From an optimization exercise on the open Yosys and OpenROAD flow, aimed at small area; shortcuts taken in it are not production practice.
Only simulation tests tie the RTL to the original design; equivalence was not proved.
Power and IR drop assume default switching activity.

==> design.v <==
module adc_seq_regs (
    input  wire        clk,
    input  wire        rst,
    input  wire        bus_rd,
    input  wire        bus_wr,
    input  wire        bus_wcheck,
    input  wire [31:0] bus_addr,
    input  wire [31:0] bus_wdata,
    output reg  [31:0] bus_rdata,
    output reg  [2:0]  bus_fault,
    input  wire        end_stab,
    output wire        conv_start,
    output wire [4:0]  conv_ch,
    output wire        conv_trusted,
    input  wire        conv_done,
    input  wire [11:0] conv_data,
    output wire [15:0] pin_oe,
    output wire [15:0] pin_out
);
    localparam [31:0] A_CLK0  = 32'h1000_0000;  
    localparam [31:0] A_CLK1  = 32'h1000_0004;  
    localparam [31:0] A_MODER = 32'h2000_0000;
    localparam [31:0] A_ODR   = 32'h2000_0014;
    localparam [31:0] A_SR    = 32'h3000_0000;
    localparam [31:0] A_CR    = 32'h3000_0008;
    localparam [31:0] A_SQR   = 32'h3000_0034;
    localparam [31:0] A_DR    = 32'h3000_004C;
    localparam B_CLK_OUT  = 0;
    localparam B_CLK_ADC  = 8;
    localparam B_ADON     = 0;
    localparam B_START    = 30;
    localparam B_EOC      = 1;
    localparam PIN_SENSOR = 4;
    localparam [4:0] CH_SENSOR = 5'd4;
    localparam [2:0] F_NONE = 3'd0, F_MISALIGNED = 3'd2, F_UNMAPPED = 3'd3,
                     F_UNCLOCKED = 3'd4, F_RO_WRITE = 3'd5, F_DISTURBED = 3'd6;
    reg [31:0] clk0, clk1, moder, odr, cr, sqr;
    reg [11:0] dr;
    reg        eoc;
    reg        settled;
    reg        conv_busy;
    wire is_clk0  = (bus_addr == A_CLK0);
    wire is_clk1  = (bus_addr == A_CLK1);
    wire is_moder = (bus_addr == A_MODER);
    wire is_odr   = (bus_addr == A_ODR);
    wire is_sr    = (bus_addr == A_SR);
    wire is_cr    = (bus_addr == A_CR);
    wire is_sqr   = (bus_addr == A_SQR);
    wire is_dr    = (bus_addr == A_DR);
    wire mapped   = is_clk0 | is_clk1 | is_moder | is_odr | is_sr | is_cr | is_sqr | is_dr;
    wire out_on = clk0[B_CLK_OUT];
    wire adc_on = clk1[B_CLK_ADC];
    wire clocked = is_clk0 | is_clk1 |
                   ((is_moder | is_odr) & out_on) |
                   ((is_sr | is_cr | is_sqr | is_dr) & adc_on);
    wire disturbs = conv_busy &
                    ((is_cr & (bus_wdata[B_START] | ~bus_wdata[B_ADON])) |
                     is_sqr |
                     (is_clk1 & ~bus_wdata[B_CLK_ADC]));
    always @(*) begin
        bus_fault = F_NONE;
        if (bus_rd | bus_wr) begin
            if (bus_addr[1:0] != 2'b00)
                bus_fault = F_MISALIGNED;
            else if (!mapped)
                bus_fault = F_UNMAPPED;
            else if (!clocked)
                bus_fault = F_UNCLOCKED;
            else if ((bus_wr | bus_wcheck) & (is_sr | is_dr))
                bus_fault = F_RO_WRITE;
            else if (bus_wr & disturbs)
                bus_fault = F_DISTURBED;
        end
    end
    always @(*) begin
        bus_rdata = 32'd0;
        case (1'b1)
            is_clk0:  bus_rdata = clk0;
            is_clk1:  bus_rdata = clk1;
            is_moder: bus_rdata = moder;
            is_odr:   bus_rdata = odr;
            is_sr:    bus_rdata = {30'd0, eoc, 1'b0};
            is_cr:    bus_rdata = cr;
            is_sqr:   bus_rdata = sqr;
            is_dr:    bus_rdata = {20'd0, dr};
            default:  bus_rdata = 32'd0;
        endcase
    end
    wire rd_ok = bus_rd & (bus_fault == F_NONE);
    wire wr_ok = bus_wr & (bus_fault == F_NONE);
    wire adon_change = wr_ok & is_cr & (cr[B_ADON] != bus_wdata[B_ADON]);
    wire adc_unclock = wr_ok & is_clk1 & ~bus_wdata[B_CLK_ADC];
    wire settled_cleared = adon_change | adc_unclock;
    wire start_req   = wr_ok & is_cr & bus_wdata[B_START] & bus_wdata[B_ADON];
    wire [4:0] start_ch = sqr[4:0];
    wire start_trusted = settled & ~settled_cleared & (start_ch == CH_SENSOR) &
                         (moder[2*PIN_SENSOR+1:2*PIN_SENSOR] == 2'b11);
    assign conv_start   = start_req;
    assign conv_ch      = start_ch;
    assign conv_trusted = start_trusted;
    always @(posedge clk) begin
        if (rst) begin
            clk0 <= 32'd0;
            clk1 <= 32'd0;
            moder <= 32'd0;
            odr <= 32'd0;
            cr <= 32'd0;
            sqr <= 32'd0;
            dr <= 12'd0;
            eoc <= 1'b0;
            settled <= 1'b0;
            conv_busy <= 1'b0;
        end else begin
            if (wr_ok) begin
                if (is_clk0)  clk0 <= bus_wdata;
                if (is_clk1)  clk1 <= bus_wdata;
                if (is_moder) moder <= bus_wdata;
                if (is_odr)   odr <= bus_wdata;
                if (is_sqr)   sqr <= bus_wdata;
                if (is_cr)    cr <= bus_wdata & ~(32'd1 << B_START);
            end
            if (settled_cleared)
                settled <= 1'b0;
            else if (end_stab & cr[B_ADON])
                settled <= 1'b1;
            if (rd_ok & is_dr)
                eoc <= 1'b0;
            if (start_req) begin
                eoc <= 1'b0;
                conv_busy <= 1'b1;
            end
            if (conv_done & conv_busy) begin
                dr <= conv_data;
                eoc <= 1'b1;
                conv_busy <= 1'b0;
            end
        end
    end
    genvar n;
    generate
        for (n = 0; n < 16; n = n + 1) begin : g_pin
            assign pin_oe[n]  = out_on & (moder[2*n+1:2*n] == 2'b01);
            assign pin_out[n] = pin_oe[n] & odr[n];
        end
    endgenerate
endmodule
module adc_seq (
    input  wire        clk,
    input  wire        rst,
    input  wire        cmd_valid,
    input  wire [31:0] cmd_word,
    input  wire [31:0] cmd_addr,
    input  wire [31:0] cmd_a,
    input  wire [31:0] cmd_b,
    output wire        ready,
    output wire        rsp_valid,
    output wire [1:0]  rsp_kind,
    output wire [31:0] rsp_data,
    input  wire        rsp_take,
    output wire        busy,
    output wire        fault,
    output wire [2:0]  fault_cause,
    output wire [31:0] fault_info,
    output wire [15:0] pin_oe,
    output wire [15:0] pin_out,
    output wire        conv_start,
    output wire [4:0]  conv_ch,
    output wire        conv_trusted,
    input  wire        conv_done,
    input  wire [11:0] conv_data
);
    localparam STAB_COUNT = 16;
    localparam [31:0] A_CLK0  = 32'h1000_0000;
    localparam [31:0] A_CLK1  = 32'h1000_0004;
    localparam [31:0] A_MODER = 32'h2000_0000;
    localparam [31:0] A_ODR   = 32'h2000_0014;
    localparam [31:0] A_SR    = 32'h3000_0000;
    localparam [31:0] A_CR    = 32'h3000_0008;
    localparam [31:0] A_SQR   = 32'h3000_0034;
    localparam [31:0] A_DR    = 32'h3000_004C;
    localparam B_CLK_OUT  = 0;
    localparam B_CLK_AN   = 0;
    localparam B_CLK_ADC  = 8;
    localparam B_ADON     = 0;
    localparam B_START    = 30;
    localparam B_EOC      = 1;
    localparam PIN_SENSOR = 4;
    localparam [31:0] CH_SENSOR = 32'd4;
    localparam SQ1_POS    = 0;
    localparam [31:0] SQ1_MASK = 32'h0000_001F;
    localparam [3:0] OP_RD = 4'h1, OP_WR = 4'h2, OP_MOD = 4'h3, OP_PORT_INIT = 4'h4,
                     OP_PIN_SET = 4'h5, OP_ADC_INIT = 4'h6, OP_ADC_READ = 4'h7;
    localparam [2:0] P_IDLE = 3'd0, P_DECODE = 3'd1, P_EXEC = 3'd2, P_STAB = 3'd3,
                     P_STARTREQ = 3'd4, P_CONV = 3'd5, P_DONE = 3'd6, P_FAULT = 3'd7;
    localparam [1:0] R_NONE = 2'b00, R_OK = 2'b01, R_DATA = 2'b10;
    localparam [2:0] F_ILLEGAL = 3'd1;
    reg [2:0]  phase;
    reg [3:0]  upc;
    reg [4:0]  cnt;
    reg [31:0] cmd, opaddr, opa, opb;
    reg [31:0] t;
    reg [1:0]  rsp_k;
    reg [31:0] rsp_d;
    reg [2:0]  fcause;
    reg [31:0] finfo;
    wire [3:0] op = cmd[3:0];
    reg legal;
    always @(*) begin
        legal = 1'b0;
        if (cmd[31:9] == 23'd0) begin
            case (op)
                OP_RD, OP_WR, OP_MOD, OP_ADC_INIT, OP_ADC_READ:
                    legal = (cmd[8:4] == 5'd0);
                OP_PORT_INIT:
                    legal = (cmd[8:4] == 5'd0) && (opa[31:16] == 16'd0);
                OP_PIN_SET:
                    legal = 1'b1;
                default:
                    legal = 1'b0;
            endcase
        end
    end
    reg [31:0] out_set, out_clr;
    integer i;
    always @(*) begin
        out_set = 32'd0;
        out_clr = 32'd0;
        for (i = 0; i < 16; i = i + 1) begin
            if (opa[i]) begin
                out_set[2*i]   = 1'b1;
                out_clr[2*i]   = 1'b1;
                out_clr[2*i+1] = 1'b1;
            end
        end
    end
    wire [31:0] pin_bit = 32'd1 << cmd[7:4];
    reg        bus_rd, bus_wr, bus_wcheck;
    reg [31:0] bus_addr;
    reg [31:0] set_mask, clr_mask;
    reg        use_opa;      
    wire [31:0] bus_rdata;
    wire [2:0]  bus_fault;
    always @(*) begin
        bus_rd = 1'b0;
        bus_wr = 1'b0;
        bus_wcheck = 1'b0;
        bus_addr = 32'd0;
        set_mask = 32'd0;
        clr_mask = 32'd0;
        use_opa = 1'b0;
        case (phase)
            P_EXEC: begin
                case (op)
                    OP_RD: begin
                        bus_rd = 1'b1; bus_addr = opaddr;
                    end
                    OP_WR: begin
                        bus_wr = 1'b1; bus_addr = opaddr; use_opa = 1'b1;
                    end
                    OP_MOD: begin
                        bus_addr = opaddr;
                        if (upc == 4'd0) begin
                            bus_rd = 1'b1; bus_wcheck = 1'b1;
                        end else begin
                            bus_wr = 1'b1; set_mask = opa; clr_mask = opb;
                        end
                    end
                    OP_PORT_INIT: begin
                        case (upc)
                            4'd0: begin bus_rd = 1'b1; bus_addr = A_CLK0; end
                            4'd1: begin bus_wr = 1'b1; bus_addr = A_CLK0;
                                        set_mask = 32'd1 << B_CLK_OUT; end
                            4'd2: begin bus_rd = 1'b1; bus_addr = A_MODER; end
                            default: begin bus_wr = 1'b1; bus_addr = A_MODER;
                                        set_mask = out_set; clr_mask = out_clr; end
                        endcase
                    end
                    OP_PIN_SET: begin
                        bus_addr = A_ODR;
                        if (upc == 4'd0) begin
                            bus_rd = 1'b1;
                        end else begin
                            bus_wr = 1'b1;
                            if (cmd[8]) set_mask = pin_bit;
                            else        clr_mask = pin_bit;
                        end
                    end
                    OP_ADC_INIT: begin
                        bus_rd = ~upc[0];
                        bus_wr = upc[0];
                        case (upc)
                            4'd0, 4'd1: begin bus_addr = A_CLK0;
                                              set_mask = 32'd1 << B_CLK_AN; end
                            4'd2, 4'd3: begin bus_addr = A_CLK1;
                                              set_mask = 32'd1 << B_CLK_ADC; end
                            4'd4, 4'd5: begin bus_addr = A_MODER;
                                              set_mask = 32'd3 << (2*PIN_SENSOR); end
                            4'd6, 4'd7: begin bus_addr = A_SQR;
                                              set_mask = CH_SENSOR << SQ1_POS;
                                              clr_mask = SQ1_MASK; end
                            default:    begin bus_addr = A_CR;
                                              set_mask = 32'd1 << B_ADON; end
                        endcase
                    end
                    default: ;
                endcase
            end
            P_STARTREQ: begin
                bus_addr = A_CR;
                if (upc == 4'd0) begin
                    bus_rd = 1'b1;
                end else begin
                    bus_wr = 1'b1; set_mask = 32'd1 << B_START;
                end
            end
            P_CONV: begin
                bus_rd = 1'b1; bus_addr = A_SR;
            end
            P_DONE: begin
                bus_rd = 1'b1; bus_addr = A_DR;
            end
            default: ;
        endcase
    end
    wire [31:0] merged   = (t & ~clr_mask) | set_mask;
    wire [31:0] bus_wdata = use_opa ? opa : merged;
    wire end_stab = (phase == P_STAB && cnt == 5'd1);
    adc_seq_regs u_regs (
        .clk         (clk),
        .rst         (rst),
        .bus_rd      (bus_rd),
        .bus_wr      (bus_wr),
        .bus_wcheck  (bus_wcheck),
        .bus_addr    (bus_addr),
        .bus_wdata   (bus_wdata),
        .bus_rdata   (bus_rdata),
        .bus_fault   (bus_fault),
        .end_stab    (end_stab),
        .conv_start  (conv_start),
        .conv_ch     (conv_ch),
        .conv_trusted(conv_trusted),
        .conv_done   (conv_done),
        .conv_data   (conv_data),
        .pin_oe      (pin_oe),
        .pin_out     (pin_out)
    );
    always @(posedge clk) begin
        if (rst) begin
            phase <= P_IDLE;
            upc <= 4'd0;
            cnt <= 5'd0;
            rsp_k <= R_NONE;
            rsp_d <= 32'd0;
            fcause <= 3'd0;
            finfo <= 32'd0;
        end else begin
            if (rsp_k != R_NONE && rsp_take) begin
                rsp_k <= R_NONE;
                rsp_d <= 32'd0;
            end
            case (phase)
                P_IDLE: begin
                    if (cmd_valid && rsp_k == R_NONE) begin
                        cmd <= cmd_word;
                        opaddr <= cmd_addr;
                        opa <= cmd_a;
                        opb <= cmd_b;
                        phase <= P_DECODE;
                    end
                end
                P_DECODE: begin
                    upc <= 4'd0;
                    if (!legal) begin
                        phase <= P_FAULT;
                        fcause <= F_ILLEGAL;
                        finfo <= cmd;
                    end else if (op == OP_ADC_READ) begin
                        phase <= P_STARTREQ;
                    end else begin
                        phase <= P_EXEC;
                    end
                end
                P_EXEC, P_STARTREQ, P_CONV, P_DONE: begin
                    if (bus_fault != 3'd0) begin
                        phase <= P_FAULT;
                        fcause <= bus_fault;
                        finfo <= bus_addr;
                    end else begin
                        if (bus_rd)
                            t <= bus_rdata;
                        upc <= upc + 4'd1;
                        case (phase)
                            P_EXEC: begin
                                case (op)
                                    OP_RD: begin
                                        phase <= P_IDLE; rsp_k <= R_DATA; rsp_d <= bus_rdata;
                                    end
                                    OP_WR: begin
                                        phase <= P_IDLE; rsp_k <= R_OK;
                                    end
                                    OP_MOD, OP_PIN_SET: begin
                                        if (upc == 4'd1) begin
                                            phase <= P_IDLE; rsp_k <= R_OK;
                                        end
                                    end
                                    OP_PORT_INIT: begin
                                        if (upc == 4'd3) begin
                                            phase <= P_IDLE; rsp_k <= R_OK;
                                        end
                                    end
                                    default: begin  
                                        if (upc == 4'd9) begin
                                            phase <= P_STAB;
                                            cnt <= STAB_COUNT;
                                        end
                                    end
                                endcase
                            end
                            P_STARTREQ: begin
                                if (upc == 4'd1) begin
                                    phase <= P_CONV;
                                    cnt <= 5'd0;
                                end
                            end
                            P_CONV: begin
                                if (bus_rdata[B_EOC])
                                    phase <= P_DONE;
                            end
                            default: begin  
                                phase <= P_IDLE;
                                rsp_k <= R_DATA;
                                rsp_d <= {20'd0, bus_rdata[11:0]};
                            end
                        endcase
                    end
                end
                P_STAB: begin
                    cnt <= cnt - 5'd1;
                    if (cnt == 5'd1) begin
                        phase <= P_IDLE;
                        rsp_k <= R_OK;
                    end
                end
                default: ;  
            endcase
        end
    end
    assign ready       = (phase == P_IDLE) && (rsp_k == R_NONE);
    assign busy        = (phase != P_IDLE) && (phase != P_FAULT);
    assign fault       = (phase == P_FAULT);
    assign fault_cause = fcause;
    assign fault_info  = finfo;
    assign rsp_valid   = (rsp_k != R_NONE);
    assign rsp_kind    = rsp_k;
    assign rsp_data    = rsp_d;
endmodule
==> run.sh <==
#!/bin/bash
# synth_recipe.tcl (not shown) runs the flow's synth.tcl, then flattens the netlist and writes it again
# the make line also repeats each setting of config.mk as NAME=value (left out here)
make -C /OpenROAD-flow-scripts/flow DESIGN_CONFIG=/design/flow/config.mk WORK_HOME=/design/flow/orfs CLKGATE_MAP_FILE= SYNTH_SCRIPT=/design/flow/synth_recipe.tcl finish
==> config.mk <==
export PLATFORM = sky130hd
export DESIGN_NAME = adc_seq
export DESIGN_NICKNAME = adc_seq
export VERILOG_FILES = /design/flow/design.v
export SDC_FILE = /design/flow/constraint.sdc
export NUM_CORES = 4
export LEC_CHECK = 0
export CAP_MARGIN = 20
export CORE_MARGIN = 2
export CORE_UTILIZATION = 40
export SLEW_MARGIN = 20
==> constraint.sdc <==
create_clock -name core_clock -period 6.0 [get_ports {clk}]
set_input_delay 1.2000 -clock core_clock [delete_from_list [all_inputs] [get_ports {clk}]]
set_output_delay 1.2000 -clock core_clock [all_outputs]
set_load 0.01 [all_outputs]
==> flow_summary.toml <==
[run_status]
outcome = "finished clean"

[worst_setup_path]
crit_arrival_ns = 4.51
crit_fanout = 31
required_ns = 4.80
startpoint_type = "register"
crit_path_end_kind = "output port"
path_class = "reg -> out"

[layout]
nFillCells = 4600
final_cell_area_sq_um = 24900
final_cells = 3034
syn2layout_area_growth_pct = 24.8
seq_area_sq_um = 10700
finish.utilization = 0.507
drive_gt1_frac = 0.0996
multi_input_area_sq_um = 8540
finalNetCount = 2481
diodes = 0

[placement]
gp_congestion = 0.930
post-place-ws_ns = 0.342
dpl-instance-area_sq_um = 23000
dp.cells = 2929
io_buffers = 256
dpl.hpwl_microns = 51500

[sta]
setup-tns-final_ns = 0
skew_ns = 0.0319
worst_slew_pin_slew_ns = 1.11
period_minus_slack_ns = 5.71
drv_slew = 0
hold_violations = 0
max_freq_mhz = 175
setup_violations = 0
relSlewSlack = 0.261
worst_slack_ns = 0.293
period_share = 0.951
rsz0062_at_grt = "false"

[pwr]
p_per_area_nw_per_um2 = 372
p_leak_nw = 8.54
peakVddDrop_v = 0.000211

[clock_network]
hold_buffers = 0
cts_tree = "yes"
clk_pin_slew_ns = 0.06
clock_latency_ns = 0.62
root_buffer = "clkbuf_16"
cts.htree.levels = 2
clock-sinks = 454
clockBufferDepth = 3
numCtsBuffers = 50

[synthesis]
ys_seq_area_frac = 0.536
synth_top_cell_by_area = "dfxtp_1"
synthMuxAreaShare = 0.0114
syn_area_sq_um = 19900
ys_types = 94
synth_common_cells = "nand2_1 (338), dfxtp_1 (294), nor2_1 (265)"
synth_top_family_by_area = "compound AO/OA/AOI/OAI gates"
synth_edf_count = 160
ys_async_sr_fraction = 0
synth_compound_area_frac = 0.204
postSynthCellCount = 2118
yosysTopAreaCellShare = 0.295
synthXorXnorAreaFrac = 0.00176
ys_ff_latch = 454
synth_adder_area_share = 0.00377
synth_flop_cell = "dfxtp_1"
synth_nets = 2269
yosys_warnings = 2
synthTopCellsByArea = "dfxtp_1 (30%), edfxtp_1 (24%), nand2_1 (6.4%), nor2_1 (5.0%), a211oi_1 (4.7%)"
yosys.cell_count.top_type = "nand2_1"
syn_area_per_cell_sq_um = 9.41
synthSimpleGateAreaFrac = 0.201

[worst_hold_path]
hold_path.class = "reg -> reg"

[drt]
routedWlPerCell_microns = 23.9
avgViaCountPerCell = 5.77
vias = 17506
firstDrtPassIters = 6
routed_wl_microns = 72500
drc_errors = 0
ant_nets = 0
drt_iter0_markers = 1943

[floorplan]
die_area_sq_um = 51600
start_util = 0.406
core_area_sq_um = 49100
io_pins = 257
die_x_microns = 227
fp.dieH_microns = 227
fp-row-count = 81

[global_routing]
grt_util_all_layers = 0.276
grt_pass1_vias = 16386
grt_pass1_wl_microns = 106000
grt_max_degree = 169
grt_antenna_before_repair = 0
grt-ovfl-total = 0

[job]
cap_violations = 0
-- kinds of logic after synthesis --
| family | count (synthesis) |
|---|---|
| fa+ha+maj | 6 |
| flops | 454 |
| buf+inv | 180 |
| simple gates | 855 |
| mux | 22 |
| compound gates | 597 |
| xor+xnor | 4 |
-- area by class of cell --
| class | count | area share |
|---|---|---|
| Sequential cell | 454 | 0.430 |
| Multi-Input combinational cell | 1484 | 0.343 |
| Timing Repair Buffer | 318 | 0.123 |
| Clock buffer | 64 | 0.0560 |
| Tap cell | 664 | 0.0334 |
| Clock inverter | 28 | 0.0113 |
| Inverter | 22 | 0.00332 |
-- critical path: stages, from the launching register on --
cell and delay, ns:
edfxtp_1 0.51, buf_4 0.24, nor4b_4 0.40, nand3b_1 0.18
a31o_4 0.32, or2_4 0.34, nor3_2 0.30, buf_4 0.45
and4_2 0.33, and3_1 0.27, clkdlybuf4s50_1 0.57
-- sequential cells by signal (all words and copies together) (netlist names), 2 cells and up, named ones only --
signal and flops:
finfo 32, u_regs.odr 32, phase 3, u_regs.clk0 32, fcause 3, cnt 5
cmd 32, t 32, u_regs.cr 31, u_regs.dr 12, rsp_k 2, upc 4
u_regs.sqr 32, u_regs.clk1 32, u_regs.moder 32, rsp_d 32, opa 32, opb 32
opaddr 32
-- worst paths after layout --
path	start	endpoint	slack, ns	depth (start not counted)
max	cmd[0]$_DFFE_PP_	conv_start	0.29	10
min	u_regs.clk1[18]$_SDFFE_PP0P_	u_regs.clk1[18]$_SDFFE_PP0P_	0.45	2
max reg2reg	cmd[2]$_DFFE_PP_	finfo[21]$_SDFFE_PP0P_	1.14	12
min reg2reg	u_regs.clk1[18]$_SDFFE_PP0P_	u_regs.clk1[18]$_SDFFE_PP0P_	0.45	2
-- layout by cell type (no fill, tap or decap), types with 7 or more instances in the layout --
cell type / Yosys / routed
nand2_1: 338 / 338
dfxtp_1: 294 / 294
nor2_1: 265 / 262
clkdlybuf4s50_1: 0 / 254
a21oi_1: 188 / 188
edfxtp_1: 160 / 160
a211oi_1: 126 / 125
a22oi_1: 70 / 70
buf_4: 13 / 59
clkbuf_16: 0 / 50
o21ai_0: 47 / 46
or2_2: 33 / 33
a221oi_1: 33 / 33
nor3_1: 36 / 30
nand3_1: 27 / 27
and2_1: 26 / 26
mux2i_1: 20 / 20
inv_1: 20 / 20
a21o_1: 19 / 18
a31oi_1: 16 / 16
nor4_1: 18 / 16
a222oi_1: 16 / 16
and3_1: 15 / 15
nand2b_1: 13 / 13
nand3b_1: 13 / 13
clkinv_2: 0 / 13
nand4_1: 11 / 11
clkbuf_8: 0 / 10
nor3_2: 2 / 8
o31ai_1: 7 / 7
-- layer usage --
layer	up-vias	global-route usage	wire length (microns)
li1	8127	-	-
met1	8592	0.373	31400
met2	662	0.457	34600
met3	125	0.0372	4070
met4	0	0.0945	2390
met5	-	0	0
-- where the power goes --
group          total [mW]  internal (mW)  leakage [nW]  switching [mW]
registers            3.69           3.50          3.84           0.194
clock network        3.09           1.78         0.820            1.31
logic                2.48          0.850          3.88            1.63
total                9.26           6.13          8.54            3.13
-- stage by stage --
| stage | total power, mW | hold WS (ns) |
|---|---|---|
| after floorplan | 5.17 | 0.428 |
| after global placement | 6.15 | 0.437 |
| after detailed placement | 6.16 | 0.441 |
| after CTS | 9.26 | 0.453 |
| after global routing | 9.67 | 0.470 |
| final | 9.26 | 0.451 |
-- timing repair --
item,4_1_cts,5_1_grt
buffers inserted,7,5
pin swaps,0,2
endpoints found under the setup margin,2,2
resized for setup,3,7
endpoints found under the hold margin,0,0

==> static timing again, ports no longer ideal <==
The flow's constraints put no driver on any port. The routed layout listed below was extracted and timed again, unchanged, in two steps. Step 1 (the two cells are an assumption about what drives the block):
set clk [get_ports {clk}]
set_driving_cell -lib_cell sky130_fd_sc_hd__clkbuf_16 $clk
set_driving_cell -lib_cell sky130_fd_sc_hd__buf_2 [delete_from_list [all_inputs] $clk]
Step 2, shift: input delay + t, output delay - t, t = (earliest + latest rising clock arrival at the registers) / 2. This alone moves slack from input paths to output paths. a / b / c = ideal / step 1 / step 2; a / b = the first two.
shift t [ns]: 0.660
setup WS [ns]: 0.293 / 0.234 / 0.894
worst register clock-pin slew, ns: 0.07 / 0.07
After both steps this run still meets setup and hold. The setup slack of this run moves by -0.059 ns with the drivers and by +0.601 ns with both steps.
